This is an optimization exercise on Yosys and OpenROAD, whose aim is small area, a short achievable clock period and few clock cycles, not a production implementation. RTL that was checked went through simulation tests only; none was proved equivalent to the original.

## resolve_core
module resolve_core (
    input  wire        clk,
    input  wire        rst,             
    input  wire        start,
    input  wire [9:0]  cand_lag,
    input  wire [9:0]  lag_min,
    input  wire [9:0]  max_dist,
    input  wire [7:0]  subthr_pct,
    output reg         busy,
    output reg  [9:0]  dt_addr,
    input  wire [9:0]  dt_data,
    output reg         done,
    output reg         err,
    output reg  [9:0]  corr_lag,
    output reg  [9:0]  divisor
);
    localparam PH_IDLE = 2'd0;
    localparam PH_DIVD = 2'd1;
    localparam PH_DIVT = 2'd2;
    localparam PH_RUN  = 2'd3;
    localparam T_NONE = 2'd0;
    localparam T_K1   = 2'd1;       
    localparam T_KW   = 2'd2;       
    reg [1:0]  ph;
    reg        kmode;               
    reg [9:0]  c_r;
    reg [11:0] th_t;
    reg [6:0]  th_r;
    reg [2:0]  mcnt;
    reg [9:0]  wdm1;
    reg [9:0]  wim1;
    reg [11:0] wr;
    reg [11:0] wb;                  
    reg [2:0]  ul;                  
    reg [12:0] ds;                  
    reg        ucont;               
    reg [2:0]  lp;                  
    reg [1:0]  ta_kind, tb_kind;
  ...
make LEC_CHECK=0 ABC_CLOCK_PERIOD_IN_PS=4000 CAP_MARGIN=20 CORE_MARGIN=2 CORE_UTILIZATION=50 SETUP_SLACK_MARGIN=5 SLEW_MARGIN=20 TNS_END_PERCENT=100 finish   # period 10.0 ns
run.sh (not shown) runs the stock make flow with config.mk's settings and CLKGATE_MAP_FILE= SYNTH_SCRIPT=/design/flow/synth_recipe.tcl, a recipe that flattens the netlist after the stock synthesis.
Testbench counts at the start, summed over its fixed seeds: cycles 9,493.
Then changed:
--- a/flow/design.v
+++ b/flow/design.v
@@ -208,18 +208,22 @@
     wire fail_kw  = in_run && b_kw && is_weak;
     wire end_k1   = b_k1 && b_d2;
     wire end_kw   = b_kw && !is_weak && tb_last;
     wire end_run  = in_run && (end_k1 || end_kw);
     wire w_ge3    = |wdm1[9:1];
     wire flow_go  = in_run && !kmode && w_ge3 && !flush_k1 && !end_run;
     wire issue_kw = in_run && kmode && !fail_kw && !end_kw && (kn != 10'd0);
     wire tb_upd   = in_run && !kmode && !flush_k1;
     wire thr_ok   = (mcnt >= 3'd3);
+    wire        step_done = !ovf && (ul == 3'd0);
+    wire [9:0]  sh_dm1 = fail_kw ? tb_dm1 : (step_done ? wdm1 - 10'd1 : wdm1);
+    wire [2:0]  sh_l   = fail_kw ? lp : (ovf ? ul + 3'd1 : ((ul != 3'd0) ? ul - 3'd1 : lq));
+    wire [12:0] ds_var = den_sh(sh_dm1, sh_l);
     always @(posedge clk) begin
         if (rst) begin
             ph <= PH_IDLE; kmode <= 1'b0;
             busy <= 1'b0; done <= 1'b0; err <= 1'b0;
             corr_lag <= 10'd0; divisor <= 10'd0; dt_addr <= 10'd0;
             c_r <= 10'd0; th_t <= 12'd0; th_r <= 7'd0; mcnt <= 3'd7;
             wdm1 <= 10'd0; wim1 <= 10'd0; wr <= 12'd0; wb <= 12'd0;
             ul <= 3'd0; ucont <= 1'b0; lp <= 3'd0; ds <= 13'd0;
             ta_kind <= T_NONE; tb_kind <= T_NONE; ta_last <= 1'b0; tb_last <= 1'b0;
@@ -271,34 +275,34 @@
                             kmode  <= 1'b0;
                             lp     <= 3'd0;
                             ph     <= PH_DIVD;
                         end
                     end
                 end
                 PH_DIVD: begin
                     if (ovf) begin
                         ul <= ul + 3'd1;
-                        ds <= den_sh(wdm1, ul + 3'd1);
+                        ds <= ds_var;
                     end else if (ul != 3'd0) begin
                         wr <= urem;
                         kn <= {kq, dig};
                         ul <= ul - 3'd1;
-                        ds <= den_sh(wdm1, ul - 3'd1);
+                        ds <= ds_var;
                     end else if (!(|u_q[9:1])) begin
                         divisor  <= 10'd1;
                         corr_lag <= c_r;
                         busy     <= 1'b0;
                         done     <= 1'b1;
                         ucont    <= 1'b0;
                         ph       <= PH_IDLE;
                     end else begin
                         wdm1  <= u_q;
-                        ds    <= den_sh(u_q, 3'd0);
+                        ds    <= {2'b0, u_q, 1'b0};
                         wr    <= urem;
                         wb    <= {2'b0, u_q};
                         ucont <= 1'b0;
                         ph    <= PH_DIVT;
                     end
                 end
                 PH_DIVT, PH_RUN: begin
                     if (end_run) begin
                         if (end_k1) begin
@@ -309,70 +313,70 @@
                             corr_lag <= tb_im1 + 10'd1;
                         end
                         busy  <= 1'b0;
                         done  <= 1'b1;
                         kmode <= 1'b0;
                         ucont <= 1'b0;
                         ph    <= PH_IDLE;
                     end else if (flush_k1) begin
                         wdm1  <= tb_dm1 + 10'd1;
-                        ds    <= den_sh(tb_dm1 + 10'd1, 3'd0);
+                        ds    <= {2'b0, tb_dm1 + 10'd1, 1'b0};
                         wim1  <= tb_im1;
                         wr    <= {1'b0, tb_r};
                         wb    <= {1'b0, tb_r} + {2'b0, tb_dm1} + 12'd1;
                         kn    <= tb_dm1 - 10'd1;
                         kmode <= 1'b1;
                         ucont <= 1'b0;
                         ul    <= 3'd0;
                     end else if (fail_kw) begin
                         wdm1  <= tb_dm1;
                         wim1  <= tb_im1;
                         wr    <= {1'b0, tb_r};
                         wb    <= {1'b0, tb_im1, 1'b1};
                         kmode <= 1'b0;
                         ucont <= 1'b0;
                         ul    <= lp;
-                        ds    <= den_sh(tb_dm1, lp);
+                        ds    <= ds_var;
                     end else if (issue_kw) begin
                         wr      <= urem;
                         wim1    <= im1_nx;
                         dt_addr <= i_nx;
                         kn      <= kn - 10'd1;
                         ta_kind <= T_KW;
                         ta_last <= (kn == 10'd1);
                     end else if (flow_go || ph == PH_DIVT) begin
                         if (ovf) begin
                             if (!ucont) begin
                                 wr <= s0[11:0];
                                 wb <= 12'd0;
                                 kn <= 10'd0;
                             end
                             ul    <= ul + 3'd1;
-                            ds    <= den_sh(wdm1, ul + 3'd1);
+                            ds    <= ds_var;
                             ucont <= 1'b1;
                         end else if (ul != 3'd0) begin
                             wr    <= urem;
                             wb    <= 12'd0;
                             kn    <= {kq, dig};
                             ul    <= ul - 3'd1;
-                            ds    <= den_sh(wdm1, ul - 3'd1);
+                            ds    <= ds_var;
                             ucont <= 1'b1;
                         end else if (ph == PH_RUN || thr_ok) begin
                             wdm1    <= wdm1 - 10'd1;
                             wim1    <= im1_nx;
                             wr      <= urem;
                             wb      <= {1'b0, im1_nx, 1'b1};
                             dt_addr <= i_nx;
                             ta_kind <= T_K1;
                             ucont   <= 1'b0;
                             lp      <= lq;
                             ul      <= lq;
-                            ds      <= den_sh(wdm1 - 10'd1, lq);
+                            ds      <= ds_var;
                             ph      <= PH_RUN;
                         end
                     end
                 end
                 default: ;
             endcase
         end
     end
 endmodule
Effect: The new run finished clean; wire length fell by 6.6%; synthesized area is lower by 5.8%; setup slack got worse by 0.28 ns; cell count drops by 2.1%; first-iteration DRC count falls by 11%; clock skew came out lower by 0.0054 ns; sequential share of layout area rose by 0.13 points; design area fell by 1.3%; die area falls by 5.6%; core utilization grows by 2.7 points; via count drops by 6.0%; clock-buffer cell count came out higher by 2.
The RTL of the second run of this note was laid out without a check of its function.

* * *

Another version of the RTL of resolve_core (not shown whole).
Size in the first run: about 84 I/O pins.
export LEC_CHECK = 0
export ABC_CLOCK_PERIOD_IN_PS = 4000
export CAP_MARGIN = 20
export CORE_MARGIN = 2
export CORE_UTILIZATION = 50
export SETUP_SLACK_MARGIN = 5
export SLEW_MARGIN = 20
export TNS_END_PERCENT = 100
create_clock -name core_clock -period 10.0 [get_ports {clk}]
The first run ran to the end with no violations.
Then changed:
--- a/flow/design.v
+++ b/flow/design.v
@@ -155,19 +155,16 @@
             4'b1101: begin lo_a = 3'd4; lo_b = 3'd5; end
             4'b1110: begin lo_a = 3'd5; lo_b = 3'd6; end
             default: begin lo_a = 3'd6; lo_b = 3'd7; end
         endcase
     end
     wire [9:0]  im1_nx  = {lo_a[2] ? bh1 : bm0[9:2], lo_a[1:0]};
     wire [9:0]  i_nx    = {lo_b[2] ? bh1 : bm0[9:2], lo_b[1:0]};
-    wire [2:0]  lqb = (|u_q[9:8]) ? 3'd4 : (|u_q[7:6]) ? 3'd3 : (|u_q[5:4]) ? 3'd2 :
-                      (|u_q[3:2]) ? 3'd1 : 3'd0;
-    wire        lq3 = (|u_q[9:8]) ? 1'b0 : (|u_q[7:6]) ? (&u_q[7:6]) : (|u_q[5:4]) ? (&u_q[5:4]) :
-                      (|u_q[3:2]) ? (&u_q[3:2]) : (&u_q[1:0]);
-    wire [2:0]  lq  = lqb + {2'b0, lq3};
+    wire [2:0]  lq = (|u_q[9:8]) ? 3'd4 : (|u_q[7:6]) ? 3'd3 : (|u_q[5:4]) ? 3'd2 :
+                     (|u_q[3:2]) ? 3'd1 : 3'd0;
     wire [9:0] md   = max_dist;            
     wire [10:1] mg;
     genvar gi;
     generate
         for (gi = 1; gi <= 10; gi = gi + 1) begin : g_md
             assign mg[gi] = ge_c10(md, gi * 100);
         end
The new run passed the timing, DRC and antenna checks. Die area decreases by 2.2%. Clock-buffer cell count is unchanged. Via count decreases by 2.4%. Maximum frequency increases by 14%. Worst setup slack improved by 0.70 ns. Hold slack improved by 0.0049 ns. Routed wire length decreases by 3.5%. Area after synthesis decreases by 2.2%. Cell count decreases by 3.2%. Final area decreases by 3.6%. Clock skew decreases by 0.0045 ns.
Testbench counts after the change, summed over its fixed seeds: cycles 9,485.
For the first run of this note, only the layout was checked, not whether the RTL still works.

* * *

Another version of the RTL of resolve_core (not shown whole).
Size: roughly 2400 cells after synthesis, ~180 flip-flops, ~18000 µm² of cells after synthesis.
clock: 10.0 ns
lec_check: 0
abc_clock_period_in_ps: 4000
cap_margin: 20
core_margin: 2
core_utilization: 50
setup_slack_margin: 5
slew_margin: 20
tns_end_percent: 100
Testbench counts at the start, summed over its fixed seeds: cycles 9,323.
==> next run, changes <==
--- a/flow/design.v
+++ b/flow/design.v
@@ -21,18 +21,20 @@
     localparam T_NONE = 2'd0;
     localparam T_K1   = 2'd1;       
     localparam T_KW   = 2'd2;       
     reg [1:0]  ph;
     reg        kmode;               
     reg [9:0]  c_r;
     reg [11:0] th_t;
     reg [6:0]  th_r;
     reg [2:0]  mcnt;
+    reg [1:0]  tgp;                 
+    reg [2:0]  tkp;                 
     reg [9:0]  wdm1;
     reg [9:0]  wim1;
     reg [11:0] wr;
     reg [11:0] wb;                  
     reg [2:0]  ul;                  
     reg [12:0] ds;                  
     reg        ucont;               
     reg [2:0]  lp;                  
     reg [1:0]  ta_kind, tb_kind;
@@ -191,57 +193,59 @@
     reg  [9:0] tk_h;
     always @* begin
         case (tk)
             3'd0: tk_h = 10'd0;    3'd1: tk_h = 10'd100;  3'd2: tk_h = 10'd200;
             3'd3: tk_h = 10'd300;  3'd4: tk_h = 10'd400;  3'd5: tk_h = 10'd500;
             default: tk_h = 10'd600;
         endcase
     end
     wire [9:0]  tr_n = tp - tk_h;
-    wire [11:0] tt_n = {th_t[9:0], 2'b00} + (tg[1] ? {7'd0, t_a, 1'b0} : 12'd0)
-                                        + (tg[0] ? {8'd0, t_a} : 12'd0) + {9'd0, tk};
+    wire [11:0] tt_n = {th_t[9:0], 2'b00} + (tgp[1] ? {7'd0, t_a, 1'b0} : 12'd0)
+                                        + (tgp[0] ? {8'd0, t_a} : 12'd0) + {9'd0, tkp};
     wire is_weak = (th_t[11:10] == 2'b00) && (dt_data > th_t[9:0]);
     wire b_k1     = (tb_kind == T_K1);
     wire b_kw     = (tb_kind == T_KW);
     wire b_d2     = (tb_dm1 == 10'd1);
     wire in_run   = (ph == PH_RUN);
     wire flush_k1 = in_run && b_k1 && !is_weak && !b_d2;
     wire fail_kw  = in_run && b_kw && is_weak;
     wire end_k1   = b_k1 && b_d2;
     wire end_kw   = b_kw && !is_weak && tb_last;
     wire end_run  = in_run && (end_k1 || end_kw);
     wire w_ge3    = |wdm1[9:1];
     wire flow_go  = in_run && !kmode && w_ge3 && !flush_k1 && !end_run;
     wire issue_kw = in_run && kmode && !fail_kw && !end_kw && (kn != 10'd0);
     wire tb_upd   = in_run && !kmode && !flush_k1;
-    wire thr_ok   = (mcnt >= 3'd3);
+    wire thr_ok   = (mcnt >= 3'd4);
     wire d64 = (lag_min[9:4] == 6'd0) && (cand_lag >= {lag_min[3:0], 6'd0});
     wire d16 = (lag_min[9:6] == 4'd0) && (cand_lag >= {lag_min[5:0], 4'd0});
     wire        step_done = !ovf && (ul == 3'd0);
     wire [9:0]  sh_dm1 = fail_kw ? tb_dm1 : (step_done ? wdm1 - 10'd1 : wdm1);
     wire [2:0]  sh_l   = fail_kw ? lp : (ovf ? ul + 3'd1 : ((ul != 3'd0) ? ul - 3'd1 : lq));
     wire [12:0] ds_var = den_sh(sh_dm1, sh_l);
     always @(posedge clk) begin
         if (rst) begin
             ph <= PH_IDLE; kmode <= 1'b0;
             busy <= 1'b0; done <= 1'b0; err <= 1'b0;
             corr_lag <= 10'd0; divisor <= 10'd0; dt_addr <= 10'd0;
-            c_r <= 10'd0; th_t <= 12'd0; th_r <= 7'd0; mcnt <= 3'd7;
+            c_r <= 10'd0; tgp <= 2'd0; tkp <= 3'd0; th_t <= 12'd0; th_r <= 7'd0; mcnt <= 3'd7;
             wdm1 <= 10'd0; wim1 <= 10'd0; wr <= 12'd0; wb <= 12'd0;
             ul <= 3'd0; ucont <= 1'b0; lp <= 3'd0; ds <= 13'd0;
             ta_kind <= T_NONE; tb_kind <= T_NONE; ta_last <= 1'b0; tb_last <= 1'b0;
             tb_dm1 <= 10'd0; tb_im1 <= 10'd0; tb_r <= 11'd0;
             kn <= 10'd0;
         end else begin
             done <= 1'b0;
-            if (mcnt != 3'd0 && mcnt <= 3'd4) begin
+            if (mcnt != 3'd0 && mcnt <= 3'd5) begin
                 th_t   <= tt_n;
                 th_r   <= tr_n[6:0];
+                tgp    <= tg;
+                tkp    <= tk;
                 tb_im1 <= {tb_im1[7:0], 2'b00};
                 mcnt   <= mcnt + 3'd1;
             end
             tb_kind <= (flush_k1 || fail_kw || end_run) ? T_NONE : ta_kind;
             tb_last <= ta_last;
             if (tb_upd) begin
                 tb_dm1 <= wdm1;
                 tb_im1 <= wim1;
                 tb_r   <= wr[10:0];
@@ -255,18 +259,20 @@
                             done <= 1'b1;
                             err  <= 1'b1;
                         end else begin
                             busy   <= 1'b1;
                             err    <= 1'b0;
                             c_r    <= cand_lag;
                             tb_im1 <= {2'b0, subthr_pct};
                             tb_r   <= {md_a, md_b[6:0]};
                             th_t   <= 12'd0;
+                            tgp    <= 2'd0;
+                            tkp    <= 3'd0;
                             th_r   <= 7'd0;
                             mcnt   <= 3'd1;
                             wdm1   <= lag_min;
                             wim1   <= lag_min - 10'd1;
                             wr     <= {1'b0, cand_lag, 1'b0};
                             wb     <= 12'd0;
                             ul     <= d64 ? 3'd3 : (d16 ? 3'd2 : 3'd1);
                             ds     <= d64 ? den_sh(lag_min, 3'd3) : (d16 ? den_sh(lag_min, 3'd2) : den_sh(lag_min, 3'd1));
                             kn     <= 10'd0;
What happened: Sequential cell count is higher by 5; routed wire length rose by about 1.3%; clock-buffer cell count drops by 3; global-route usage came out lower by 1.0 points; utilization barely changes; via count came out lower by 0.54%; cell area increases by about 0.6%; cell count stays flat; die area goes up by about 1.7%; hold slack gets better by 0.0068 ns; setup slack improves by 0.25 ns; non-clock buffer count drops by 14.
Testbench counts after the change, summed over its fixed seeds: cycles 9,435.

==> static timing again, ports no longer ideal <==
How much do the figures lean on ideal ports? The routed layouts below were timed once more, with nothing changed but the port constraints.
Step 1, drivers: a clkbuf_16 drives clk and a buf_2 each remaining input, both assumed.
Step 2, shift: input delay + t, output delay - t, t = (earliest + latest rising clock arrival at the registers) / 2. This alone moves slack from input paths to output paths.
a / b / c = ideal / step 1 / step 2; a / b = the first two.
run	t (ns)	slack for setup (ns)	cell pins on the clock port's net
the first run of note 1	0.526	4.925 / 4.925 / 4.590	1
the second run of note 1	0.510	4.644 / 4.644 / 4.575	1
the first run of note 2	0.516	4.335 / 4.335 / 4.187	1
the second run of note 2	0.522	5.033 / 5.071 / 4.549	1
the first run of note 3	0.500	4.829 / 4.829 / 4.615	1
the second run of note 3	0.503	5.075 / 5.106 / 4.603	1
After both steps setup and hold are still met in every run listed. For the second run of note 2, which loses most, drivers alone change the setup slack by +0.038 ns; drivers and shift together by -0.484 ns.
